From an optimization exercise on the open Yosys and OpenROAD flow, aimed at small area, a short achievable clock period and few clock cycles; shortcuts taken in it are not production practice. At most, simulation tests tie the RTL to the original design; equivalence was not proved. The RTL of run 3 was laid out without a check of its function. Power figures rest on the tool's default switching activity, not on a simulated workload.

[design/flow/design.v]
module frame_codec (
    input  wire        clk,
    input  wire        rst,        
    input  wire        ev_valid,
    input  wire [31:0] ev_word,
    output wire        ev_ready,
    input  wire [7:0]  rd_addr,
    output reg  [31:0] rd_data,
    output wire [7:0]  diag_cnt
);
    reg [191:0] cb;           
    reg [191:0] tb;           
    reg [15:0]  result;
    reg [10:0]  period;       
    reg         pcmd_a0;      
    reg         pcmd_05;      
    reg [2:0]   dcode;        
    reg [15:0]  diag_a;
    reg [15:0]  diag_b;
    reg [7:0]   diag_count;
    assign ev_ready = !rst;
    assign diag_cnt = diag_count;
    wire [7:0]  op  = ev_word[31:24];
    wire [7:0]  arg = ev_word[23:16];
    wire [15:0] dat = ev_word[15:0];
    wire form_n  = (ev_word[23:0] == 24'd0);
    wire form_b  = (ev_word[23:8] == 16'd0);
    wire form_ib = (ev_word[15:8] == 8'd0);
    wire form_h  = (ev_word[23:16] == 8'd0);
    wire form_s  = (ev_word[15:0] == 16'd0);
    reg       fld_ok;
    reg [4:0] fld_off;
    reg       fld_wide;
    reg       fld_s8;
    always @* begin
        fld_ok   = 1'b1;
        fld_off  = 5'd0;
        fld_wide = 1'b0;
        fld_s8   = 1'b0;
        case (arg)
            8'h00: fld_off = 5'd0;
            8'h01: fld_off = 5'd1;
            8'h02: fld_off = 5'd2;
            8'h03: begin fld_off = 5'd3;  fld_s8 = 1'b1; end
            8'h04: begin fld_off = 5'd4;  fld_s8 = 1'b1; end
            8'h05: fld_off = 5'd5;
            8'h06: fld_off = 5'd6;
            8'h07: begin fld_off = 5'd7;  fld_wide = 1'b1; end
            8'h08: begin fld_off = 5'd9;  fld_wide = 1'b1; end
            8'h09: fld_off = 5'd11;
            8'h0A: fld_off = 5'd12;
            8'h0B: fld_off = 5'd13;
            8'h0C: begin fld_off = 5'd14; fld_s8 = 1'b1; end
            8'h0D: begin fld_off = 5'd15; fld_s8 = 1'b1; end
            8'h0E: fld_off = 5'd16;
            8'h0F: fld_off = 5'd17;
            8'h10: begin fld_off = 5'd18; fld_wide = 1'b1; end
            8'h11: begin fld_off = 5'd20; fld_wide = 1'b1; end
            8'h12: begin fld_off = 5'd22; fld_wide = 1'b1; end
            8'h20: fld_off = 5'd0;
            8'h21: fld_off = 5'd1;
            8'h22: fld_off = 5'd2;
            8'h23: fld_off = 5'd3;
            8'h24: begin fld_off = 5'd4;  fld_wide = 1'b1; end
            8'h25: begin fld_off = 5'd6;  fld_wide = 1'b1; end
            8'h26: begin fld_off = 5'd8;  fld_wide = 1'b1; end
            8'h27: begin fld_off = 5'd10; fld_wide = 1'b1; end
            8'h28: begin fld_off = 5'd12; fld_wide = 1'b1; end
            8'h29: begin fld_off = 5'd14; fld_wide = 1'b1; end
            8'h2A: fld_off = 5'd16;
            8'h2B: fld_off = 5'd17;
            8'h2C: fld_off = 5'd18;
            8'h2D: fld_off = 5'd19;
            8'h2E: fld_off = 5'd20;
            8'h2F: fld_off = 5'd21;
            8'h30: begin fld_off = 5'd22; fld_wide = 1'b1; end
            default: fld_ok = 1'b0;
        endcase
    end
    reg [23:0] fsel, asel;
    integer i;
    always @* begin
        for (i = 0; i < 24; i = i + 1) begin
            fsel[i] = (fld_off == i) || (fld_wide && (fld_off == i - 1));
            asel[i] = (arg[4:0] == i);
        end
    end
    wire hi_odd = fld_wide & fld_off[0];
    wire hi_even = fld_wide & !fld_off[0];
    wire is_tick    = (op == 8'h02);
    wire is_txdone  = (op == 8'h03);
    wire is_period  = (op == 8'h10);
    wire is_pcmd    = (op == 8'h11);
    wire is_tbwrite = (op == 8'h12);
    wire is_rxqpop  = (op == 8'h13);
    wire is_xcack   = (op == 8'h14);
    wire is_tbfromcb= (op == 8'h15);
    wire is_cbwrite = (op == 8'h20);
    wire is_cbload  = (op == 8'h21);
    wire is_crc     = (op == 8'h22);
    wire is_verify  = (op == 8'h23);
    wire is_setcrc  = (op == 8'h24);
    wire is_get     = (op == 8'h25);
    wire is_set     = (op == 8'h26);
    wire form_ok =
        ((is_tick | is_txdone | is_rxqpop | is_xcack | is_tbfromcb |
          is_crc | is_verify | is_setcrc) & form_n) |
        (is_period & form_h) |
        (is_pcmd & form_b) |
        ((is_tbwrite | is_cbwrite) & form_ib) |
        ((is_cbload | is_get) & form_s) |
        is_set;
    wire arg_ok =
        is_period ? ((dat >= 16'd300) && (dat <= 16'd1500)) :
        is_pcmd   ? ((dat[7:0] == 8'h00) || (dat[7:0] == 8'hA0) ||
                     (dat[7:0] == 8'h05)) :
        (is_tbwrite | is_cbwrite) ? (arg <= 8'd23) :
        is_cbload ? (arg <= 8'd5) :
        (is_get | is_set) ? fld_ok :
        1'b1;
    wire accept  = ev_valid;
    wire ill_op  = accept & !form_ok;
    wire ill_arg = accept & form_ok & !arg_ok;
    wire good    = accept & form_ok & arg_ok;
    wire do_txdone  = good & is_txdone;
    wire do_period  = good & is_period;
    wire do_pcmd    = good & is_pcmd;
    wire do_tbwrite = good & is_tbwrite;
    wire do_rxqpop  = good & is_rxqpop;
    wire do_tbfromcb= good & is_tbfromcb;
    wire do_cbwrite = good & is_cbwrite;
    wire do_load    = good & is_cbload & (arg == 8'd0);
    wire do_srcempty= good & is_cbload & (arg != 8'd0);
    wire do_crc     = good & is_crc;
    wire do_verify  = good & is_verify;
    wire do_setcrc  = good & is_setcrc;
    wire do_get     = good & is_get;
    wire do_set     = good & is_set;
    wire [175:0] cbv = cb[175:0];
    wire [15:0]  crc;
    wire x176 = cbv[79] ^ cbv[80];
    wire x177 = cbv[81] ^ cbv[82];
    wire x178 = cbv[83] ^ cbv[84];
    wire x179 = cbv[23] ^ cbv[24];
    wire x180 = cbv[16] ^ x176;
    wire x181 = cbv[85] ^ x178;
    wire x182 = cbv[1] ^ cbv[113];
    wire x183 = cbv[2] ^ cbv[114];
    wire x184 = cbv[15] ^ cbv[75];
    wire x185 = cbv[17] ^ cbv[25];
    wire x186 = cbv[21] ^ cbv[29];
    wire x187 = cbv[30] ^ cbv[142];
    wire x188 = cbv[31] ^ cbv[143];
    wire x189 = cbv[32] ^ cbv[144];
    wire x190 = cbv[77] ^ cbv[78];
    wire x191 = cbv[18] ^ x177;
    wire x192 = cbv[38] ^ x179;
    wire x193 = cbv[136] ^ x180;
    wire x194 = cbv[9] ^ cbv[13];
    wire x195 = cbv[19] ^ cbv[139];
    wire x196 = cbv[37] ^ cbv[45];
    wire x197 = cbv[39] ^ cbv[47];
    wire x198 = cbv[43] ^ cbv[51];
    wire x199 = cbv[44] ^ cbv[52];
    wire x200 = cbv[46] ^ cbv[54];
    wire x201 = cbv[93] ^ cbv[95];
    wire x202 = cbv[94] ^ cbv[96];
    wire x203 = cbv[97] ^ cbv[99];
    wire x204 = cbv[137] ^ cbv[138];
    wire x205 = cbv[140] ^ cbv[141];
    wire x206 = cbv[14] ^ cbv[22];
    wire x207 = cbv[0] ^ cbv[112];
    wire x208 = cbv[135] ^ x184;
    wire x209 = x187 ^ x188;
    wire x210 = cbv[88] ^ x189;
    wire x211 = cbv[86] ^ x181;
    wire x212 = cbv[3] ^ cbv[115];
    wire x213 = cbv[26] ^ cbv[33];
    wire x214 = cbv[53] ^ cbv[67];
    wire x215 = cbv[89] ^ cbv[103];
    wire x216 = cbv[98] ^ cbv[100];
    wire x217 = cbv[107] ^ cbv[108];
    wire x218 = cbv[109] ^ cbv[110];
    wire x219 = cbv[111] ^ cbv[125];
    wire x220 = cbv[20] ^ cbv[28];
    wire x221 = cbv[55] ^ x185;
    wire x222 = cbv[65] ^ x198;
    wire x223 = cbv[66] ^ x199;
    wire x224 = cbv[68] ^ x200;
    wire x225 = cbv[69] ^ x197;
    wire x226 = cbv[122] ^ x217;
    wire x227 = cbv[123] ^ x201;
    wire x228 = cbv[124] ^ x202;
    wire x229 = cbv[127] ^ x182;
    wire x230 = cbv[128] ^ x183;
    wire x231 = cbv[152] ^ x204;
    wire x232 = cbv[155] ^ x203;
    wire x233 = cbv[157] ^ x196;
    wire x234 = cbv[169] ^ x205;
    wire x235 = cbv[74] ^ x206;
    wire x236 = cbv[76] ^ x190;
    wire x237 = cbv[27] ^ x195;
    wire x238 = cbv[150] ^ x192;
    wire x239 = cbv[171] ^ x209;
    wire x240 = x218 ^ x228;
    wire x241 = cbv[87] ^ x210;
    wire x242 = cbv[151] ^ x193;
    wire x243 = cbv[10] ^ cbv[126];
    wire x244 = cbv[40] ^ cbv[48];
    wire x245 = cbv[41] ^ cbv[49];
    wire x246 = cbv[73] ^ cbv[133];
    wire x247 = cbv[101] ^ cbv[129];
    wire x248 = cbv[104] ^ cbv[164];
    wire x249 = cbv[105] ^ cbv[165];
    wire x250 = cbv[121] ^ cbv[149];
    wire x251 = cbv[145] ^ cbv[159];
    wire x252 = cbv[153] ^ cbv[166];
    wire x253 = cbv[154] ^ cbv[156];
    wire x254 = cbv[158] ^ cbv[172];
    wire x255 = cbv[167] ^ cbv[168];
    wire x256 = cbv[173] ^ cbv[174];
    wire x257 = cbv[42] ^ cbv[50];
    wire x258 = cbv[134] ^ cbv[163];
    wire x259 = cbv[7] ^ cbv[11];
    wire x260 = cbv[8] ^ cbv[12];
    wire x261 = cbv[170] ^ x186;
    wire x262 = x194 ^ x219;
    wire x263 = x215 ^ x251;
    wire x264 = x191 ^ x221;
    wire x265 = x208 ^ x246;
    wire x266 = x214 ^ x227;
    wire x267 = x216 ^ x230;
    wire x268 = x222 ^ x232;
    wire x269 = x223 ^ x226;
    wire x270 = x224 ^ x231;
    wire x271 = x225 ^ x252;
    wire x272 = x229 ^ x233;
    wire x273 = x234 ^ x253;
    wire x274 = cbv[4] ^ x211;
    wire x275 = x212 ^ x239;
    wire x276 = x238 ^ x240;
    wire x277 = x242 ^ x266;
    wire x278 = x270 ^ x276;
    wire x279 = cbv[34] ^ cbv[90];
    wire x280 = cbv[5] ^ cbv[117];
    wire x281 = cbv[35] ^ cbv[91];
    wire x282 = cbv[102] ^ cbv[106];
    wire x283 = cbv[6] ^ cbv[118];
    wire x284 = cbv[36] ^ cbv[92];
    wire x285 = cbv[70] ^ x243;
    wire x286 = cbv[71] ^ x245;
    wire x287 = cbv[130] ^ x254;
    wire x288 = cbv[146] ^ x213;
    wire x289 = cbv[160] ^ x244;
    wire x290 = cbv[161] ^ x247;
    wire x291 = x250 ^ x255;
    wire x292 = cbv[72] ^ x257;
    wire x293 = cbv[147] ^ x281;
    wire x294 = cbv[162] ^ x258;
    wire x295 = cbv[148] ^ x284;
    wire x296 = x207 ^ x220;
    wire x297 = cbv[175] ^ x263;
    wire x298 = x256 ^ x289;
    wire x299 = x261 ^ x262;
    wire x300 = x279 ^ x288;
    wire x301 = x235 ^ x236;
    wire x302 = x282 ^ x294;
    wire x303 = cbv[131] ^ x272;
    wire x304 = x248 ^ x269;
    wire x305 = x264 ^ x271;
    wire x306 = x267 ^ x273;
    wire x307 = x268 ^ x291;
    wire x308 = x207 ^ x241;
    wire x309 = cbv[116] ^ x274;
    wire x310 = x275 ^ x287;
    wire x311 = x249 ^ x277;
    wire x312 = x278 ^ x307;
    wire x313 = cbv[1] ^ cbv[107];
    wire x314 = cbv[20] ^ cbv[132];
    wire x315 = cbv[23] ^ cbv[87];
    wire x316 = cbv[28] ^ cbv[103];
    wire x317 = cbv[30] ^ cbv[90];
    wire x318 = cbv[3] ^ cbv[108];
    wire x319 = cbv[31] ^ cbv[91];
    wire x320 = cbv[26] ^ cbv[32];
    wire x321 = cbv[5] ^ cbv[110];
    wire x322 = cbv[6] ^ cbv[111];
    wire x323 = cbv[15] ^ cbv[78];
    wire x324 = cbv[22] ^ cbv[58];
    wire x325 = cbv[25] ^ cbv[61];
    wire x326 = cbv[63] ^ cbv[119];
    wire x327 = cbv[64] ^ cbv[120];
    wire x328 = cbv[27] ^ x194;
    wire x329 = cbv[57] ^ x186;
    wire x330 = x280 ^ x314;
    wire x331 = cbv[21] ^ x283;
    wire x332 = cbv[109] ^ x259;
    wire x333 = cbv[53] ^ x260;
    wire x334 = cbv[92] ^ x320;
    wire x335 = cbv[56] ^ x176;
    wire x336 = cbv[98] ^ x178;
    wire x337 = x177 ^ x220;
    wire x338 = cbv[77] ^ x290;
    wire x339 = x293 ^ x328;
    wire x340 = x295 ^ x316;
    wire x341 = x185 ^ x208;
    wire x342 = x318 ^ x332;
    wire x343 = cbv[60] ^ x191;
    wire x344 = cbv[106] ^ x236;
    wire x345 = x213 ^ x237;
    wire x346 = cbv[34] ^ x237;
    wire x347 = x190 ^ x336;
    wire x348 = x285 ^ x296;
    wire x349 = x181 ^ x323;
    wire x350 = x260 ^ x292;
    wire x351 = x324 ^ x337;
    wire x352 = cbv[102] ^ x192;
    wire x353 = x265 ^ x286;
    wire x354 = x297 ^ x298;
    wire x355 = x300 ^ x338;
    wire x356 = x265 ^ x301;
    wire x357 = x193 ^ x317;
    wire x358 = cbv[17] ^ x299;
    wire x359 = cbv[62] ^ x241;
    wire x360 = x302 ^ x327;
    wire x361 = x303 ^ x353;
    wire x362 = x304 ^ x305;
    wire x363 = x306 ^ x354;
    wire x364 = x259 ^ x308;
    wire x365 = x309 ^ x310;
    wire x366 = x362 ^ x363;
    wire x367 = x311 ^ x312;
    wire x368 = x361 ^ x367;
    wire x369 = cbv[11] ^ cbv[56];
    wire x370 = cbv[112] ^ cbv[163];
    wire x371 = x189 ^ x195;
    wire x372 = x369 ^ x370;
    wire x373 = x285 ^ x371;
    wire x374 = x372 ^ x299;
    wire x375 = x373 ^ x355;
    wire x376 = x374 ^ x375;
    wire x377 = x365 ^ x366;
    wire x378 = x376 ^ x377;
    wire x379 = x368 ^ x378;
    wire x380 = cbv[12] ^ cbv[37];
    wire x381 = cbv[79] ^ cbv[93];
    wire x382 = x215 ^ x250;
    wire x383 = x313 ^ x315;
    wire x384 = x380 ^ x381;
    wire x385 = x222 ^ x292;
    wire x386 = x329 ^ x330;
    wire x387 = x382 ^ x383;
    wire x388 = x384 ^ x302;
    wire x389 = x339 ^ x385;
    wire x390 = x386 ^ x387;
    wire x391 = x356 ^ x388;
    wire x392 = x389 ^ x390;
    wire x393 = x391 ^ x392;
    wire x394 = cbv[2] ^ cbv[10];
    wire x395 = cbv[13] ^ cbv[58];
    wire x396 = cbv[88] ^ cbv[94];
    wire x397 = x198 ^ x258;
    wire x398 = x394 ^ x395;
    wire x399 = x396 ^ x331;
    wire x400 = x397 ^ x398;
    wire x401 = x238 ^ x340;
    wire x402 = x399 ^ x400;
    wire x403 = x304 ^ x356;
    wire x404 = x357 ^ x401;
    wire x405 = x402 ^ x403;
    wire x406 = x404 ^ x405;
    wire x407 = cbv[29] ^ cbv[39];
    wire x408 = cbv[59] ^ cbv[81];
    wire x409 = cbv[89] ^ cbv[119];
    wire x410 = cbv[134] ^ cbv[137];
    wire x411 = cbv[149] ^ x179;
    wire x412 = x196 ^ x199;
    wire x413 = x248 ^ x319;
    wire x414 = x407 ^ x408;
    wire x415 = x409 ^ x410;
    wire x416 = x411 ^ x412;
    wire x417 = x413 ^ x414;
    wire x418 = x415 ^ x301;
    wire x419 = x341 ^ x342;
    wire x420 = x416 ^ x417;
    wire x421 = x418 ^ x419;
    wire x422 = x420 ^ x421;
    wire x423 = x311 ^ x422;
    wire x424 = cbv[0] ^ cbv[4];
    wire x425 = cbv[40] ^ cbv[45];
    wire x426 = cbv[120] ^ cbv[166];
    wire x427 = x249 ^ x424;
    wire x428 = x425 ^ x426;
    wire x429 = x333 ^ x334;
    wire x430 = x427 ^ x428;
    wire x431 = x341 ^ x343;
    wire x432 = x344 ^ x429;
    wire x433 = x430 ^ x357;
    wire x434 = x431 ^ x432;
    wire x435 = x278 ^ x433;
    wire x436 = x434 ^ x435;
    wire x437 = cbv[24] ^ cbv[41];
    wire x438 = cbv[61] ^ cbv[83];
    wire x439 = cbv[97] ^ cbv[121];
    wire x440 = cbv[167] ^ x200;
    wire x441 = x201 ^ x204;
    wire x442 = x313 ^ x319;
    wire x443 = x321 ^ x437;
    wire x444 = x438 ^ x439;
    wire x445 = x262 ^ x440;
    wire x446 = x441 ^ x442;
    wire x447 = x443 ^ x444;
    wire x448 = x344 ^ x345;
    wire x449 = x445 ^ x446;
    wire x450 = x447 ^ x242;
    wire x451 = x305 ^ x448;
    wire x452 = x449 ^ x450;
    wire x453 = x451 ^ x452;
    wire x454 = cbv[2] ^ cbv[14];
    wire x455 = cbv[42] ^ cbv[47];
    wire x456 = cbv[62] ^ cbv[140];
    wire x457 = cbv[154] ^ x202;
    wire x458 = x244 ^ x255;
    wire x459 = x322 ^ x454;
    wire x460 = x455 ^ x456;
    wire x461 = x226 ^ x231;
    wire x462 = x334 ^ x335;
    wire x463 = x457 ^ x458;
    wire x464 = x459 ^ x460;
    wire x465 = x264 ^ x346;
    wire x466 = x347 ^ x348;
    wire x467 = x461 ^ x462;
    wire x468 = x463 ^ x464;
    wire x469 = x465 ^ x466;
    wire x470 = x467 ^ x468;
    wire x471 = x469 ^ x470;
    wire x472 = cbv[35] ^ cbv[43];
    wire x473 = cbv[48] ^ cbv[63];
    wire x474 = cbv[138] ^ cbv[153];
    wire x475 = cbv[168] ^ x472;
    wire x476 = x473 ^ x474;
    wire x477 = x191 ^ x227;
    wire x478 = x229 ^ x232;
    wire x479 = x234 ^ x286;
    wire x480 = x296 ^ x329;
    wire x481 = x335 ^ x475;
    wire x482 = x476 ^ x342;
    wire x483 = x345 ^ x349;
    wire x484 = x477 ^ x478;
    wire x485 = x479 ^ x480;
    wire x486 = x481 ^ x482;
    wire x487 = x483 ^ x484;
    wire x488 = x485 ^ x486;
    wire x489 = x487 ^ x488;
    wire x490 = cbv[36] ^ cbv[44];
    wire x491 = cbv[49] ^ cbv[57];
    wire x492 = cbv[64] ^ x182;
    wire x493 = x187 ^ x490;
    wire x494 = x491 ^ x180;
    wire x495 = x261 ^ x492;
    wire x496 = x493 ^ x240;
    wire x497 = x346 ^ x350;
    wire x498 = x351 ^ x494;
    wire x499 = x495 ^ x274;
    wire x500 = x306 ^ x496;
    wire x501 = x497 ^ x498;
    wire x502 = x499 ^ x500;
    wire x503 = x501 ^ x502;
    wire x504 = cbv[35] ^ cbv[50];
    wire x505 = cbv[59] ^ cbv[73];
    wire x506 = cbv[80] ^ cbv[95];
    wire x507 = x183 ^ x205;
    wire x508 = x247 ^ x315;
    wire x509 = x321 ^ x504;
    wire x510 = x505 ^ x506;
    wire x511 = x233 ^ x507;
    wire x512 = x508 ^ x509;
    wire x513 = x510 ^ x211;
    wire x514 = x268 ^ x351;
    wire x515 = x511 ^ x512;
    wire x516 = x275 ^ x358;
    wire x517 = x513 ^ x514;
    wire x518 = x515 ^ x516;
    wire x519 = x517 ^ x518;
    wire x520 = cbv[36] ^ cbv[46];
    wire x521 = cbv[51] ^ cbv[59];
    wire x522 = cbv[96] ^ cbv[141];
    wire x523 = cbv[156] ^ x186;
    wire x524 = x216 ^ x243;
    wire x525 = x322 ^ x520;
    wire x526 = x521 ^ x522;
    wire x527 = x223 ^ x235;
    wire x528 = x523 ^ x524;
    wire x529 = x525 ^ x526;
    wire x530 = x343 ^ x352;
    wire x531 = x527 ^ x528;
    wire x532 = x529 ^ x308;
    wire x533 = x530 ^ x531;
    wire x534 = x532 ^ x533;
    wire x535 = x365 ^ x534;
    wire x536 = cbv[19] ^ cbv[22];
    wire x537 = cbv[33] ^ cbv[52];
    wire x538 = cbv[60] ^ cbv[82];
    wire x539 = cbv[101] ^ cbv[172];
    wire x540 = cbv[173] ^ x179;
    wire x541 = x184 ^ x197;
    wire x542 = x203 ^ x214;
    wire x543 = x280 ^ x325;
    wire x544 = x536 ^ x537;
    wire x545 = x538 ^ x539;
    wire x546 = x209 ^ x263;
    wire x547 = x540 ^ x541;
    wire x548 = x542 ^ x543;
    wire x549 = x544 ^ x545;
    wire x550 = x546 ^ x547;
    wire x551 = x548 ^ x549;
    wire x552 = x303 ^ x550;
    wire x553 = x551 ^ x309;
    wire x554 = x364 ^ x552;
    wire x555 = x553 ^ x554;
    wire x556 = cbv[16] ^ cbv[76];
    wire x557 = cbv[89] ^ cbv[104];
    wire x558 = cbv[145] ^ cbv[158];
    wire x559 = x182 ^ x188;
    wire x560 = x283 ^ x325;
    wire x561 = x556 ^ x557;
    wire x562 = x558 ^ x224;
    wire x563 = x330 ^ x333;
    wire x564 = x559 ^ x560;
    wire x565 = x561 ^ x211;
    wire x566 = x267 ^ x298;
    wire x567 = x300 ^ x352;
    wire x568 = x562 ^ x563;
    wire x569 = x564 ^ x359;
    wire x570 = x565 ^ x566;
    wire x571 = x567 ^ x568;
    wire x572 = x569 ^ x570;
    wire x573 = x571 ^ x572;
    wire x574 = cbv[7] ^ cbv[24];
    wire x575 = cbv[54] ^ cbv[84];
    wire x576 = cbv[85] ^ cbv[86];
    wire x577 = cbv[99] ^ cbv[105];
    wire x578 = cbv[133] ^ cbv[174];
    wire x579 = x183 ^ x212;
    wire x580 = x245 ^ x326;
    wire x581 = x574 ^ x575;
    wire x582 = x576 ^ x577;
    wire x583 = x578 ^ x221;
    wire x584 = x225 ^ x331;
    wire x585 = x579 ^ x580;
    wire x586 = x581 ^ x582;
    wire x587 = x297 ^ x339;
    wire x588 = x583 ^ x584;
    wire x589 = x585 ^ x586;
    wire x590 = x355 ^ x359;
    wire x591 = x587 ^ x588;
    wire x592 = x589 ^ x590;
    wire x593 = x591 ^ x592;
    wire x594 = cbv[8] ^ cbv[126];
    wire x595 = cbv[159] ^ cbv[164];
    wire x596 = x177 ^ x206;
    wire x597 = x254 ^ x256;
    wire x598 = x257 ^ x326;
    wire x599 = x594 ^ x595;
    wire x600 = x230 ^ x237;
    wire x601 = x290 ^ x293;
    wire x602 = x596 ^ x597;
    wire x603 = x598 ^ x599;
    wire x604 = x239 ^ x269;
    wire x605 = x271 ^ x273;
    wire x606 = x340 ^ x347;
    wire x607 = x600 ^ x601;
    wire x608 = x602 ^ x603;
    wire x609 = x358 ^ x360;
    wire x610 = x604 ^ x605;
    wire x611 = x606 ^ x607;
    wire x612 = x608 ^ x364;
    wire x613 = x609 ^ x610;
    wire x614 = x611 ^ x612;
    wire x615 = x613 ^ x614;
    wire x616 = x368 ^ x615;
    wire x617 = cbv[9] ^ cbv[29];
    wire x618 = cbv[33] ^ cbv[76];
    wire x619 = cbv[129] ^ cbv[132];
    wire x620 = cbv[135] ^ cbv[139];
    wire x621 = cbv[165] ^ cbv[170];
    wire x622 = x219 ^ x617;
    wire x623 = x618 ^ x619;
    wire x624 = x620 ^ x621;
    wire x625 = x210 ^ x235;
    wire x626 = x295 ^ x622;
    wire x627 = x623 ^ x624;
    wire x628 = x272 ^ x348;
    wire x629 = x349 ^ x350;
    wire x630 = x625 ^ x626;
    wire x631 = x627 ^ x360;
    wire x632 = x628 ^ x629;
    wire x633 = x630 ^ x277;
    wire x634 = x310 ^ x631;
    wire x635 = x632 ^ x312;
    wire x636 = x366 ^ x633;
    wire x637 = x634 ^ x635;
    wire x638 = x636 ^ x637;
    assign crc[0] = ~x379;
    assign crc[1] = ~x393;
    assign crc[2] = x406;
    assign crc[3] = ~x423;
    assign crc[4] = ~x436;
    assign crc[5] = x453;
    assign crc[6] = ~x471;
    assign crc[7] = x489;
    assign crc[8] = ~x503;
    assign crc[9] = ~x519;
    assign crc[10] = x535;
    assign crc[11] = ~x555;
    assign crc[12] = x573;
    assign crc[13] = x593;
    assign crc[14] = x616;
    assign crc[15] = x638;
    wire crc_match = (crc == {cb[8*22 +: 8], cb[8*23 +: 8]});
    reg [7:0] get_ev, get_od;
    always @* begin
        get_ev = 8'd0;
        get_od = 8'd0;
        for (i = 0; i < 24; i = i + 2) begin
            get_ev = get_ev | ({8{fsel[i]}} & cb[8*i +: 8]);
            get_od = get_od | ({8{fsel[i+1]}} & cb[8*(i+1) +: 8]);
        end
    end
    wire [7:0] get_lo = (fld_off[0] ^ fld_wide) ? get_od : get_ev;
    wire [7:0] get_hi = hi_even ? get_ev :
                        hi_odd  ? get_od :
                        fld_s8  ? {8{get_lo[7]}} : 8'd0;
    wire       wide_set = is_set & fld_wide;
    wire [7:0] lane_ev = is_setcrc ? crc[15:8] :
                         (wide_set & !fld_off[0]) ? dat[15:8] : dat[7:0];
    wire [7:0] lane_od = is_setcrc ? crc[7:0] :
                         (wide_set & fld_off[0]) ? dat[15:8] : dat[7:0];
    reg [191:0] cb_d, tb_d;
    reg         s_tb, s_ln, s_q;
    reg         t_cb, t_lo, t_q;
    always @* begin
        for (i = 0; i < 24; i = i + 1) begin
            s_tb = !rst & do_load;
            s_ln = !rst & ((do_cbwrite & asel[i]) | (do_set & fsel[i]) |
                           (do_setcrc & (i >= 22)));
            s_q  = !rst & !do_load & !((do_cbwrite & asel[i]) | (do_set & fsel[i]) |
                                       (do_setcrc & (i >= 22)));
            cb_d[8*i +: 8] = ({8{s_tb}} & tb[8*i +: 8]) |
                             ({8{s_ln}} & ((i % 2) ? lane_od : lane_ev)) |
                             ({8{s_q}} & cb[8*i +: 8]);
            t_cb = !rst & do_tbfromcb;
            t_lo = !rst & do_tbwrite & asel[i];
            t_q  = !rst & !do_tbfromcb & !(do_tbwrite & asel[i]);
            tb_d[8*i +: 8] = ({8{t_cb}} & cb[8*i +: 8]) |
                             ({8{t_lo}} & dat[7:0]) |
                             ({8{t_q}} & tb[8*i +: 8]);
        end
    end
    always @(posedge clk) begin
        cb <= cb_d;
        tb <= tb_d;
    end
    always @(posedge clk) begin
        if (rst) begin
            result     <= 16'd0;
            period     <= 11'd1000;
            pcmd_a0    <= 1'b0;
            pcmd_05    <= 1'b0;
            dcode      <= 3'd7;
            diag_a     <= 16'd0;
            diag_b     <= 16'd0;
            diag_count <= 8'd0;
        end else begin
            if (do_get)
                result <= {get_hi, get_lo};
            else if (do_crc)
                result <= crc;
            else if (do_verify)
                result <= {15'd0, crc_match};
            if (do_period)
                period <= dat[10:0];
            if (do_pcmd) begin
                pcmd_a0 <= dat[7];
                pcmd_05 <= dat[0];
            end
            if (ill_op | ill_arg | do_txdone | do_rxqpop | do_srcempty) begin
                dcode      <= ill_op    ? 3'd0 :
                              ill_arg   ? 3'd1 :
                              do_txdone ? 3'd2 :
                              do_rxqpop ? 3'd3 : 3'd4;
                diag_a     <= {(ill_op | ill_arg) ? op : 8'd0, arg};
                diag_b     <= dat;
                diag_count <= diag_count + 8'd1;
            end
        end
    end
    wire [7:0] dcode_val = (dcode == 3'd7) ? 8'd0 : {5'b00110, dcode};
    wire [7:0] pcmd_val  = {pcmd_a0, 1'b0, pcmd_a0, 2'b00, pcmd_05, 1'b0, pcmd_05};
    wire [3:0] a10 = 4'b0001 << rd_addr[1:0];
    wire [7:0] a42 = 8'b00000001 << rd_addr[4:2];
    wire       in_tb = (rd_addr[7:5] == 3'b010);
    wire       in_cb = (rd_addr[7:5] == 3'b011);
    wire       in_rg = (rd_addr[7:3] == 5'b00000);
    reg  [7:0] rd_lo;
    reg  [7:0] rd_hi;
    always @* begin
        rd_lo = 8'd0;
        for (i = 0; i < 24; i = i + 1) begin
            rd_lo = rd_lo | ({8{a42[i/4] & a10[i%4] & in_tb}} & tb[8*i +: 8])
                          | ({8{a42[i/4] & a10[i%4] & in_cb}} & cb[8*i +: 8]);
        end
        rd_lo = rd_lo | ({8{in_rg & a42[0] & a10[1]}} & period[7:0])
                      | ({8{in_rg & a42[0] & a10[2]}} & pcmd_val)
                      | ({8{in_rg & a42[0] & a10[3]}} & result[7:0])
                      | ({8{in_rg & a42[1] & a10[0]}} & dcode_val)
                      | ({8{in_rg & a42[1] & a10[1]}} & diag_a[7:0])
                      | ({8{in_rg & a42[1] & a10[2]}} & diag_b[7:0]);
        rd_hi = ({8{in_rg & a42[0] & a10[1]}} & {5'd0, period[10:8]})
              | ({8{in_rg & a42[0] & a10[3]}} & result[15:8])
              | ({8{in_rg & a42[1] & a10[1]}} & diag_a[15:8])
              | ({8{in_rg & a42[1] & a10[2]}} & diag_b[15:8]);
        rd_data = {16'd0, rd_hi, rd_lo};
    end
endmodule
[design/flow/run.sh]
#!/bin/bash
# synth_recipe.tcl (not shown) runs the flow's synth.tcl, then flattens the netlist and writes it again
# the make line also repeats each setting of config.mk as NAME=value (left out here)
make -C /OpenROAD-flow-scripts/flow DESIGN_CONFIG=/design/flow/config.mk WORK_HOME=/design/flow/orfs CLKGATE_MAP_FILE= SYNTH_SCRIPT=/design/flow/synth_recipe.tcl finish
[design/flow/config.mk]
export PLATFORM = sky130hd
export DESIGN_NAME = frame_codec
export DESIGN_NICKNAME = frame_codec
export VERILOG_FILES = /design/flow/design.v
export SDC_FILE = /design/flow/constraint.sdc
export NUM_CORES = 4
export LEC_CHECK = 0
export ABC_AREA = 0
export CAP_MARGIN = 20
export CORE_MARGIN = 2
export CORE_UTILIZATION = 40
export PLACE_DENSITY = 0.6
export SETUP_SLACK_MARGIN = 3.0
export SLEW_MARGIN = 20
[design/flow/constraint.sdc]
create_clock -name core_clock -period 8.0 [get_ports {clk}]
set_input_delay 1.6000 -clock core_clock [delete_from_list [all_inputs] [get_ports {clk}]]
set_output_delay 1.6000 -clock core_clock [all_outputs]
set_load 0.01 [all_outputs]
==> PnR_summary.wiki, run 1 <==
{| class="wikitable"
! Metric !! Value
|-
| Fin. max-slew vios || 0
|-
| Count of clock tree sinks || 456
|-
| Status || finished clean
|-
| Most common cell in the synthesized netlist || a22oi_1
|-
| Post-synthesis cell area || 29340 um^2
|-
| Final HPWL DP || 167.4 mm
|-
| Register cell area after layout || 9129 um^2
|-
| Gp weighted congestion || roughly 1.2
|-
| Remaining DRCs || 0
|-
| Total negative setup slack || 0 ns
|-
| Synth top area share || 31.12%
|-
| # port buffers || 67
|-
| Data required time at the worst endpoint || approximately 6.4 ns
|-
| Fin nets || ~3600
|-
| Level count of the clock H-tree || 2
|-
| Starting DRT DRC Count || 7183
|-
| Clock skew after layout || between 0.04 and 0.05 ns
|-
| Clock latency at the later pin of the worst-skew pair || 0.69 ns
|-
| Max Clock Freq || roughly 180 MHz
|-
| Setup slack, reg-to-reg || between 2 and 3 ns
|-
| Post-layout min period || between 5 and 6 ns
|-
| Cell with the largest stage delay on the worst path || a22oi_2
|-
| Vias after detailed routing || 35650
|-
| Post-Route WL || 229.6 mm
|-
| Count of final hold-check violations || 0
|-
| P_leak || 13.46 nW
|-
| Worst r2r path cells || 10
|-
| Proportion of layout cells with a drive suffix above 1 || 20.81%
|-
| Residual antenna-violating net count after detailed routing || 0
|-
| RSZ-0062 raised after global routing || true
|-
| # setup viols final || 0
|-
| Worst reg2reg endpoint || cb[151]$_DFF_P_
|-
| Standard-cell rows || 99
|-
| Max_cap viols || 0
|-
| Highest signal layer in the routed design || met5
|-
| Routed met1 length || 80.84 mm
|-
| Top cells by area in the synthesized netlist || dfxtp_1 (31%), a22oi_1 (12%), xnor2_1 (8.4%)
|-
| Synthesized netlist cell count || roughly 3400
|-
| Number of global-route vias before repair || approximately 31000
|-
| Starting density of the core || 40.28%
|-
| Power density normalized to cell area || roughly 150 nW/um^2
|-
| Combined global-route utilization of all metal layers || 58.60%
|-
| Number of placed I/O pins || 84
|-
| Std-Cell Core Area || 72830 um^2
|-
| Number of storage elements in the synthesis netlist || between 400 and 500
|-
| Layout Area Growth over Synthesis || 23.96%
|-
| Dominant cell type by area after synthesis || dfxtp_1
|-
| Routed wl met3 || slightly below 40 mm
|-
| Routed WL per cell || 50.09 um
|-
| Sink of the worst hold path || period[10]$_SDFFE_PP0P_
|-
| Transition time at the pin with the least slew margin || 1.237 ns
|-
| Number of enable flip-flop cells after synthesis || 0
|-
| Utilization of the core after routing || 49.93%
|-
| Maximum clock path buffer count || 3
|-
| Most frequently used flop master after synthesis || dfxtp_1
|-
| Crit path launch type || input pin
|-
| Vias per cell || 7.779
|-
| Fillers || 6888
|-
| Global route total overflow || 0
|-
| Area taken by multi-input logic gates || 20180 um^2
|-
| Total clock buffers created by CTS || 51
|-
| Horiz. Die Dim || roughly 270 um
|-
| Proportion of synthesized chip area in sequential cells || 31.12%
|-
| Worst voltage drop across the vdd grid || roughly 210 uV
|-
| Worst hold start || period[10]$_SDFFE_PP0P_
|-
| Register clock-pin slew on the reported worst setup and hold paths || 0.07 ns
|-
| Period utilisation layout || 67.94%
|-
| Kind of capture point of the worst setup path || output port
|-
| Reg-to-Reg Start || cb[142]$_DFF_P_
|-
| Clk Tree Root Cell || clkbuf_16
|-
| Wire length of the first global-routing pass || 294.4 mm
|-
| Leading cell types by count after synthesis || a22oi_1 (487), dfxtp_1 (456), nand2_1 (446), xnor2_1 (281), clkbuf_1 (247)
|-
| Die span in y || approximately 270 um
|-
| Die Area || 75520 um^2
|-
| Worst hold path depth || 2
|-
| Yosys warning count || 1
|-
| Syn_area_per_cell || 8.523 um^2
|-
| Pin count of the biggest net entering global routing || 67
|-
| Path type of the worst min-delay path || reg -> reg
|-
| Iteration count of the initial detailed-routing pass || 11
|-
| Number of antenna violations at the first check in global routing || 39
|-
| Biggest fanout along the worst timing path || 8
|-
| Met2 wire len || about 83 mm
|-
| Async S/R FF share, synth || 0%
|-
| Type of the setup path with the least slack || in -> out
|-
| Tightest slew margin relative to the limit || between 15 and 20%
|-
| Critical Path, Cell by Cell || buf_8 > nor2_2 > nand2_2 > nor2_1 > buf_4 > a22oi_2 > nand4_1 > nor4_4 > nand2_1 > buf_2
|-
| Largest stage delay on the critical path || 0.55 ns
|-
| TritonCTS clock tree || yes
|-
| Critical path arrival || 3.84 ns
|-
| Synth unique cells || 94
|}
-- routing by layer --
layer / up-vias / global-route usage [%]
met3: 1326 / 35.56
met1: 17140 / 67.57
met5: - / 3.446
met4: 45 / 49.13
li1: 13250 / -
met2: 3888 / 75.35
-- cell families (layout without fill, tap and decap cells) --
| kind of cell | count (synthesis) | in the layout | synth area share (%) |
|---|---|---|---|
| AO/OA/AOI/OAI | 1208 | 1208 | 30.67 |
| AND/OR/NAND/NOR | 902 | 905 | 14.18 |
| flip-flops | 456 | 456 | 31.12 |
| XOR/XNOR | 419 | 419 | 15.67 |
| buffers and inverters | 377 | 516 | 5.502 |
| multiplexers | 65 | 65 | 2.256 |
| adder cells (fa/ha/maj) | 14 | 14 | 0.5971 |
| other | 1 | 41 | 0.01278 |
-- flip-flops by register name (all words and copies together) (netlist names), 3 cells and up --
| signal | count |
|---|---|
| diag_b | 16 |
| dcode | 3 |
| period | 11 |
| diag_a | 16 |
| diag_count | 8 |
| tb | 192 |
| cb | 192 |
| result | 16 |
-- how the worst max path moves through the flow --
stage	slack [ns]	from	end	cells past startpoint
global placement	1.05	rd_addr[2]	rd_data[2]	9
global route	2.65	rd_addr[4]	rd_data[0]	9
detailed placement	1.34	ev_word[17]	cb[142]$_DFF_P_	13
finish	2.56	rd_addr[5]	rd_data[2]	10
floorplan	3.10	rd_addr[2]	rd_data[3]	8
CTS	2.73	rd_addr[3]	rd_data[0]	9
-- placed cells by master (no fill, tap or decap), types with 71 or more instances in the layout --
master   count
dfxtp_1    456
nand2_1    427
xnor2_1    281
xor2_1      71
o22ai_1    208
buf_4      252
a22oi_1    462
a21oi_1     98
nor2_1     124
-- timing repair --
action,CTS,global route
setup buffers,75,23
pin swaps,63,28
hold buffers,0,0
endpoints found under the setup margin,467,346
cloned,5,5
gates resized for setup,378,99
-- area by class of cell --
class | count | area share [%]
multi-input combinational | 2627 | 55.49
sequential | 456 | 25.10
timing repair buffer | 397 | 10.67
clock buffer | 76 | 4.294
tap | 959 | 3.300
clock inverter | 16 | 0.6916
inverter | 27 | 0.2787
antenna | 25 | 0.1720
-- through the flow --
| step | hold slack, ns | instances | total power [mW] | area (um^2) | setup WS [ns] |
|---|---|---|---|---|---|
| final | 0.4573 | 4583 | 5.361 | 36370 | 2.565 |
| after global routing | 0.4804 | 4560 | 5.406 | 36310 | 2.652 |
| after CTS | 0.4568 | 4530 | 5.286 | 35560 | 2.734 |
| after detailed placement | 0.4480 | 4358 | 2.730 | 31660 | 1.338 |
| after global placement | 0.4439 | 4358 | 2.731 | 31650 | 1.047 |
| after floorplan | 0.4310 | 3457 | 2.528 | 29400 | 3.098 |
-- report_power, final --
| group | total [mW] | switching [mW] | internal (mW) |
|---|---|---|---|
| Clock | 2.61 | 1.10 | 1.51 |
| Sequential | 2.30 | 0.0174 | 2.28 |
| Combinational | 0.456 | 0.338 | 0.118 |
| Total | 5.36 | 1.45 | 3.91 |
-- critical path: cells and delay by family --
| kind | cells | cell delay, ns |
|---|---|---|
| AOI/OAI and AO/OA | 1 | 0.55 |
| and+or+nand+nor | 6 | 1.16 |
| buffers and inverters | 3 | 0.49 |
Testbench counts, summed over its fixed seeds: cycles 18,134.
==> run 2, diff against run 1 <==
--- a/design/flow/config.mk
+++ b/design/flow/config.mk
@@ -8,7 +8,9 @@
 export ABC_AREA = 0
 export CAP_MARGIN = 20
 export CORE_MARGIN = 2
-export CORE_UTILIZATION = 40
-export PLACE_DENSITY = 0.6
+export CORE_UTILIZATION = 65
+export CTS_CLUSTER_DIAMETER = 60
+export CTS_CLUSTER_SIZE = 25
+export PLACE_DENSITY = 0.8
 export SETUP_SLACK_MARGIN = 3.0
 export SLEW_MARGIN = 20
==> PnR_summary.wiki, run 2 <==
{| class="wikitable"
! Metric !! Value
|-
| Global route total overflow || 720
|-
| Synth unique cells || 94 (unchanged)
|-
| Leading cell types by count after synthesis || a22oi_1 (487), dfxtp_1 (456), nand2_1 (446), xnor2_1 (281), clkbuf_1 (247)
|-
| Final HPWL DP || 116.2 mm (-31%)
|-
| Starting density of the core || 66.05% (+26 points)
|-
| Failed at || 5_1_grt
|-
| Number of enable flip-flop cells after synthesis || 0 (unchanged)
|-
| Combined global-route utilization of all metal layers || 85.20%
|-
| Dominant cell type by area after synthesis || dfxtp_1
|-
| Horiz. Die Dim || 216.4 um (-21%)
|-
| Number of global-route vias before repair || around 37000
|-
| Wire length of the first global-routing pass || 291.4 mm
|-
| Error || [ERROR GRT-0116] Global routing finished with congestion. Check the congestion regions in the DRC Viewer.
|-
| # port buffers || 67 (unchanged)
|-
| Gp weighted congestion || 1.630 (+37%)
|-
| Level count of the clock H-tree || 2 (unchanged)
|-
| Count of clock tree sinks || 456 (unchanged)
|-
| Total clock buffers created by CTS || 35 (-31%)
|-
| Standard-cell rows || 77 (-22%)
|-
| Number of storage elements in the synthesis netlist || 456 (unchanged)
|-
| Number of placed I/O pins || 84 (unchanged)
|-
| Maximum clock path buffer count || 3 (unchanged)
|-
| Most frequently used flop master after synthesis || dfxtp_1
|-
| Synth top area share || 31.12% (unchanged)
|-
| Placement-stage cell area || 30070 um^2 (-5.0%)
|-
| Most common cell in the synthesized netlist || a22oi_1
|-
| Syn_area_per_cell || 8.523 um^2 (unchanged)
|-
| Die span in y || 216.4 um (-21%)
|-
| Synthesized netlist cell count || 3442 (unchanged)
|-
| Status || aborted with a tool error
|-
| Post-synthesis cell area || 29340 um^2 (unchanged)
|-
| Yosys warning count || 1 (unchanged)
|-
| Proportion of synthesized chip area in sequential cells || 31.12% (unchanged)
|-
| Clk Tree Root Cell || clkbuf_16
|-
| Top cells by area in the synthesized netlist || dfxtp_1 (31%), a22oi_1 (12%), xnor2_1 (8.4%)
|-
| Async S/R FF share, synth || 0% (unchanged)
|-
| Pin count of the biggest net entering global routing || between 90 and 100
|}
==> run 2: power groups by stage <==
stage,combinational (mW),clock (mW),sequential [mW]
3_3_place_gp,0.323,0,2.35
3_5_place_dp,0.329,0,2.35
2_1_floorplan,0.190,0,2.34
4_1_cts,0.369,1.95,2.29
==> run 2: worst min-delay path by stage <==
stage,end,slack [ns],start,cells after the start
floorplan,tb[80]$_DFF_P_,0.43,tb[80]$_DFF_P_,2
global placement,tb[130]$_DFF_P_,0.44,tb[130]$_DFF_P_,2
detailed placement,tb[130]$_DFF_P_,0.45,tb[130]$_DFF_P_,2
CTS,tb[1]$_DFF_P_,0.46,tb[1]$_DFF_P_,2
==> run 2: cells by family after synthesis <==
group / share of synthesized area (%)
mux: 2.256
flops: 31.12
compound gates: 30.67
simple gates: 14.18
other cells: 0.01278
xor+xnor: 15.67
buf+inv: 5.502
fa+ha+maj: 0.5971
==> run 2: metrics by stage <==
stage	worst slack (ns)	total power, mW	cells
after floorplan	3.098	2.528	3457
after global placement	1.369	2.670	3852
after detailed placement	1.115	2.676	3852
after CTS	2.855	4.612	3996
==> run 2: timing repair <==
item,in CTS
setup buffers,76
endpoints found under the setup margin,471
cloned,5
hold buffers,0
pin swaps,78
gates resized for setup,389
==> run 2: metal layers <==
| layer | track usage, % | GRT overflow |
|---|---|---|
| met5 | 63.02 | 18 |
| met4 | 78.38 | 232 |
| met3 | 78.26 | 78 |
| met2 | 94.68 | 312 |
| met1 | 86.28 | 80 |
==> run 3, diff against run 2 <==
--- a/design/flow/design.v
+++ b/design/flow/design.v
@@ -696,30 +696,21 @@
         end
     end
     wire [7:0] dcode_val = (dcode == 3'd7) ? 8'd0 : {5'b00110, dcode};
-    wire [7:0] pcmd_val  = {pcmd_a0, 1'b0, pcmd_a0, 2'b00, pcmd_05, 1'b0, pcmd_05};
-    wire [3:0] a10 = 4'b0001 << rd_addr[1:0];
-    wire [7:0] a42 = 8'b00000001 << rd_addr[4:2];
-    wire       in_tb = (rd_addr[7:5] == 3'b010);
-    wire       in_cb = (rd_addr[7:5] == 3'b011);
-    wire       in_rg = (rd_addr[7:3] == 5'b00000);
-    reg  [7:0] rd_lo;
-    reg  [7:0] rd_hi;
     always @* begin
-        rd_lo = 8'd0;
-        for (i = 0; i < 24; i = i + 1) begin
-            rd_lo = rd_lo | ({8{a42[i/4] & a10[i%4] & in_tb}} & tb[8*i +: 8])
-                          | ({8{a42[i/4] & a10[i%4] & in_cb}} & cb[8*i +: 8]);
-        end
-        rd_lo = rd_lo | ({8{in_rg & a42[0] & a10[1]}} & period[7:0])
-                      | ({8{in_rg & a42[0] & a10[2]}} & pcmd_val)
-                      | ({8{in_rg & a42[0] & a10[3]}} & result[7:0])
-                      | ({8{in_rg & a42[1] & a10[0]}} & dcode_val)
-                      | ({8{in_rg & a42[1] & a10[1]}} & diag_a[7:0])
-                      | ({8{in_rg & a42[1] & a10[2]}} & diag_b[7:0]);
-        rd_hi = ({8{in_rg & a42[0] & a10[1]}} & {5'd0, period[10:8]})
-              | ({8{in_rg & a42[0] & a10[3]}} & result[15:8])
-              | ({8{in_rg & a42[1] & a10[1]}} & diag_a[15:8])
-              | ({8{in_rg & a42[1] & a10[2]}} & diag_b[15:8]);
-        rd_data = {16'd0, rd_hi, rd_lo};
+        rd_data = 32'd0;
+        case (rd_addr)
+            8'h01: rd_data = {21'd0, period};
+            8'h02: rd_data = {24'd0, pcmd_a0, 1'b0, pcmd_a0, 2'b00, pcmd_05, 1'b0, pcmd_05};
+            8'h03: rd_data = {16'd0, result};
+            8'h04: rd_data = {24'd0, dcode_val};
+            8'h05: rd_data = {16'd0, diag_a};
+            8'h06: rd_data = {16'd0, diag_b};
+            default: begin
+                if (rd_addr >= 8'h40 && rd_addr <= 8'h57)
+                    rd_data = {24'd0, tb[8*(rd_addr[4:0]) +: 8]};
+                else if (rd_addr >= 8'h60 && rd_addr <= 8'h77)
+                    rd_data = {24'd0, cb[8*(rd_addr[4:0]) +: 8]};
+            end
+        endcase
     end
 endmodule
--- a/design/flow/config.mk
+++ b/design/flow/config.mk
@@ -8,9 +8,7 @@
 export ABC_AREA = 0
 export CAP_MARGIN = 20
 export CORE_MARGIN = 2
-export CORE_UTILIZATION = 65
-export CTS_CLUSTER_DIAMETER = 60
-export CTS_CLUSTER_SIZE = 25
-export PLACE_DENSITY = 0.8
+export CORE_UTILIZATION = 40
+export PLACE_DENSITY = 0.6
 export SETUP_SLACK_MARGIN = 3.0
 export SLEW_MARGIN = 20
==> PnR_summary.wiki, run 3 <==
{| class="wikitable"
! Metric !! Value
|-
| Count of final hold-check violations || 0
|-
| Clock share of power || 46.4%
|-
| Power Internal || 3.903 mW
|-
| Horiz. Die Dim || 275.6 um (+27%)
|-
| Path type of the worst min-delay path || reg -> reg
|-
| Cell with the largest stage delay on the worst path || mux4_2
|-
| Level count of the clock H-tree || 2 (unchanged)
|-
| Biggest registers after layout || cb (192), tb (192)
|-
| Max_cap viols || 0
|-
| Clk Tree Root Cell || clkbuf_16
|-
| Maximum clock path buffer count || 3 (unchanged)
|-
| Number of storage elements in the synthesis netlist || 456 (unchanged)
|-
| Crit path launch type || input pin
|-
| Critical path arrival || between 3 and 4 ns
|-
| Routed WL per cell || 41.52 um
|-
| Pin count of the biggest net entering global routing || 164
|-
| Iteration count of the initial detailed-routing pass || 9
|-
| Synthesized netlist cell count || 3205 (-6.9%)
|-
| Period utilisation layout || 69.19%
|-
| WP buf/inv || 3
|-
| Relative contribution of sequential cells to total power || between 40% and 50%
|-
| Switching Share || 26.86%
|-
| Standard-cell rows || 99 (+29%)
|-
| Worst hold slack || between 0.4 and 0.5 ns
|-
| Register clock-pin slew on the reported worst setup and hold paths || 0.06 ns
|-
| Number of antenna violations at the first check in global routing || 9
|-
| Die Area || 75930 um^2
|-
| Most frequent cells in the layout || dfxtp_1 (455), nand2_1 (328), nor2_1 (279)
|-
| Post-route total power || 5.337 mW
|-
| TritonCTS clock tree || yes
|-
| Proportion of synthesized chip area in sequential cells || 30.95% (-0.17 points)
|-
| Number of enable flip-flop cells after synthesis || 0 (unchanged)
|-
| Hold bufs inserted after CTS || 0 (unchanged)
|-
| Syn_area_per_cell || 9.203 um^2 (+8.0%)
|-
| Std-Cell Core Area || 72960 um^2
|-
| Gp weighted congestion || 1.081 (-34%)
|-
| Remaining DRCs || 0
|-
| Dominant cell type by area after synthesis || dfxtp_1
|-
| Most frequently used flop master after synthesis || dfxtp_1
|-
| Post-placement cell count || 4101 (+6.5%)
|-
| Total clock buffers created by CTS || 52 (+49%)
|-
| Top cells by area in the synthesized netlist || dfxtp_1 (31%), mux4_2 (9.1%), xnor2_1 (7.6%)
|-
| Fin nets || 3376
|-
| Layout Area Growth over Synthesis || 22.05%
|-
| Gate power share || about a tenth
|-
| Count of clock tree sinks || 456 (unchanged)
|-
| Max Clock Freq || 180.7 MHz
|-
| Type of the setup path with the least slack || in -> out
|-
| Tightest slew margin relative to the limit || between 10% and 20%
|-
| Number of placed I/O pins || 84 (unchanged)
|-
| Post-layout worst setup margin || 2.465 ns
|-
| Leading cell types by count after synthesis || dfxtp_1 (456), nand2_1 (337), nor2_1 (308), xnor2_1 (256), a21oi_1 (252)
|-
| Combined global-route utilization of all metal layers || 45.58%
|-
| Worst voltage drop across the vdd grid || 162.1 uV
|-
| Post-Route WL || 179.5 mm
|-
| Total negative setup slack || 0 ns
|-
| Dpl ws || 1.131 ns (+0.01634 ns)
|-
| RSZ-0062 raised after global routing || true
|-
| Synth top area share || 30.95% (-0.17 points)
|-
| Critical Path, Cell by Cell || buf_16 > buf_6 > mux4_2 > mux4_2 > mux4_2 > a21oi_4 > a21oi_2 > buf_2
|-
| Die span in y || 275.6 um (+27%)
|-
| Synth unique cells || 91 (-3.2%)
|-
| Starting density of the core || 40.43% (-26 points)
|-
| P_leak || 12.51 nW
|-
| Vias after detailed routing || 30950
|-
| Clock latency at the later pin of the worst-skew pair || 0.63 ns
|-
| Clock skew after layout || 0.01766 ns
|-
| Residual antenna-violating net count after detailed routing || 0
|-
| Data required time at the worst endpoint || between 6 and 7 ns
|-
| Post-synthesis cell area || 29500 um^2 (+0.54%)
|-
| Commonest non-fill, non-tap cell in the layout || dfxtp_1
|-
| # setup viols final || 0
|-
| Fin. max-slew vios || 0
|-
| Post-layout min period || 5.535 ns
|-
| Biggest fanout along the worst timing path || 6
|-
| Status || finished clean
|-
| Area taken by multi-input logic gates || slightly above 20000 um^2
|-
| Largest stage delay on the critical path || 0.56 ns
|-
| Async S/R FF share, synth || 0% (unchanged)
|-
| Power density normalized to cell area || 148.2 nW/um^2
|-
| Count of non-filler cells in the finished layout || between 4000 and 5000
|-
| Register cell area after layout || approximately 9100 um^2
|-
| Proportion of layout cells with a drive suffix above 1 || between 20% and 30%
|-
| Final HPWL DP || 127.4 mm (+9.7%)
|-
| Kind of capture point of the worst setup path || output port
|-
| Global route total overflow || 0
|-
| CP top delay family || multiplexers
|-
| Yosys warning count || 1 (unchanged)
|-
| Number of global-route vias before repair || 27530
|-
| Cell seen most often among critical-path stages || mux4_2
|-
| Wire length of the first global-routing pass || 236.4 mm
|-
| # port buffers || 67 (unchanged)
|-
| Starting DRT DRC Count || 5390
|-
| Sw power || 1.433 mW
|-
| Transition time at the pin with the least slew margin || between 1 and 1.5 ns
|-
| Vias per cell || 7.158
|-
| Most common cell in the synthesized netlist || dfxtp_1
|-
| Fillers || 6858
|}
[run 3: cell types whose count changed after synthesis, moves of 66 or more]
cell,delta
o22ai_1,-207
nand2_1,-109
nor2_1,+135
mux4_2,+119
a221o_1,+163
clkbuf_1,-66
a21oi_1,+150
a22oi_1,-240
[run 3: power groups by stage]
stage,combinational [mW],clock [mW],sequential [mW]
2_1_floorplan,0.243,0,2.34
6_report,0.567,2.48,2.29
3_5_place_dp,0.425,0,2.34
5_1_grt,0.566,2.56,2.29
4_1_cts,0.499,2.47,2.29
3_3_place_gp,0.426,0,2.34
[run 3: area by class of cell]
cell class,instances,area share [%]
Antenna cell,7,0.04866
Clock buffer,77,4.296
Clock inverter,16,0.5144
Inverter,32,0.3406
Multi-Input combinational cell,2457,56.55
Sequential cell,456,25.36
Tap cell,959,3.333
Timing Repair Buffer,320,9.551
[run 3: layer usage]
layer / routed length, um / vias up / global-route usage [%] / share of wire (%)
met4: 15030 / 12 / 29.22 / 8.4
met5: 80 / - / 0 / 0.045
met3: 26810 / 729 / 19.04 / 15
met2: 72400 / 2785 / 64.48 / 40
li1: - / 12270 / - / -
met1: 65230 / 15160 / 56.85 / 36
[run 3: cells by family after synthesis]
kind of cell	share of synthesized area (%)
compound gates	24.06
xor+xnor	15.51
fa+ha+maj	0.5939
buf+inv	4.386
flops	30.95
mux	11.44
other cells	0.01271
simple gates	13.04
[run 3: stage by stage]
step / utilization, % / cell area, um^2
2_1_floorplan: - / 29770
4_1_cts: 47.92 / 34960
5_1_grt: 49.32 / 35980
6_report: 49.34 / 36000
3_5_place_dp: 43.35 / 31630
3_3_place_gp: 43.33 / 31610
[run 3: worst register-to-register path, cell delays in order, from the launching register on]
cell     delay, ns
dfxtp_1       0.48
xnor2_1       0.78
xor2_1        0.70
xnor2_1       0.33
xnor2_1       0.26
xnor2_1       0.81
a21oi_1       0.17
nor4_1        0.47
nand3_1       0.27
o41ai_1       0.42
nand3_1       0.16
a21oi_1       0.16
[run 3: worst paths after layout]
kind | endpoint | cells after the start | slack (ns) | startpoint
hold / removal | diag_a[2]$_SDFFE_PP0P_ | 2 | 0.46 | diag_a[2]$_SDFFE_PP0P_
hold reg to reg | diag_a[2]$_SDFFE_PP0P_ | 2 | 0.46 | diag_a[2]$_SDFFE_PP0P_
setup / recovery | rd_data[7] | 8 | 2.46 | rd_addr[0]
setup reg to reg | result[0]$_SDFFE_PP0P_ | 11 | 2.91 | cb[83]$_DFF_P_
[run 3: repair_timing]
item,4_1_cts,5_1_grt
gates resized for setup,218,100
gates cloned,12,5
pin swaps,27,32
buffers inserted,67,39
setup endpoints to repair,471,415

## separate check: timing with driven ports
No port has a modelled driver above. Below, the same layouts with a new extraction and two added sets of constraints. Step 1: set_driving_cell puts a clkbuf_16 on clk and a buf_2 on each other input, an assumption about the parent block. Step 2 also shifts input and output timing later by t, the mid clock arrival at the registers, as if the neighbouring blocks saw the same clock. Slacks: no drivers / after step 1 / after step 2; pairs: no drivers / after step 1.
run	t (ns)	slack for setup (ns)	worst slew at a driven data input, ns
run 1	0.736	2.565 / 2.513 / 2.203	0.07
run 3	0.686	2.465 / 1.979 / 1.979	0.57
After both steps setup and hold are still met in every run listed. For run 3, which loses most, drivers alone change the setup slack by -0.486 ns; drivers and shift together by -0.486 ns.
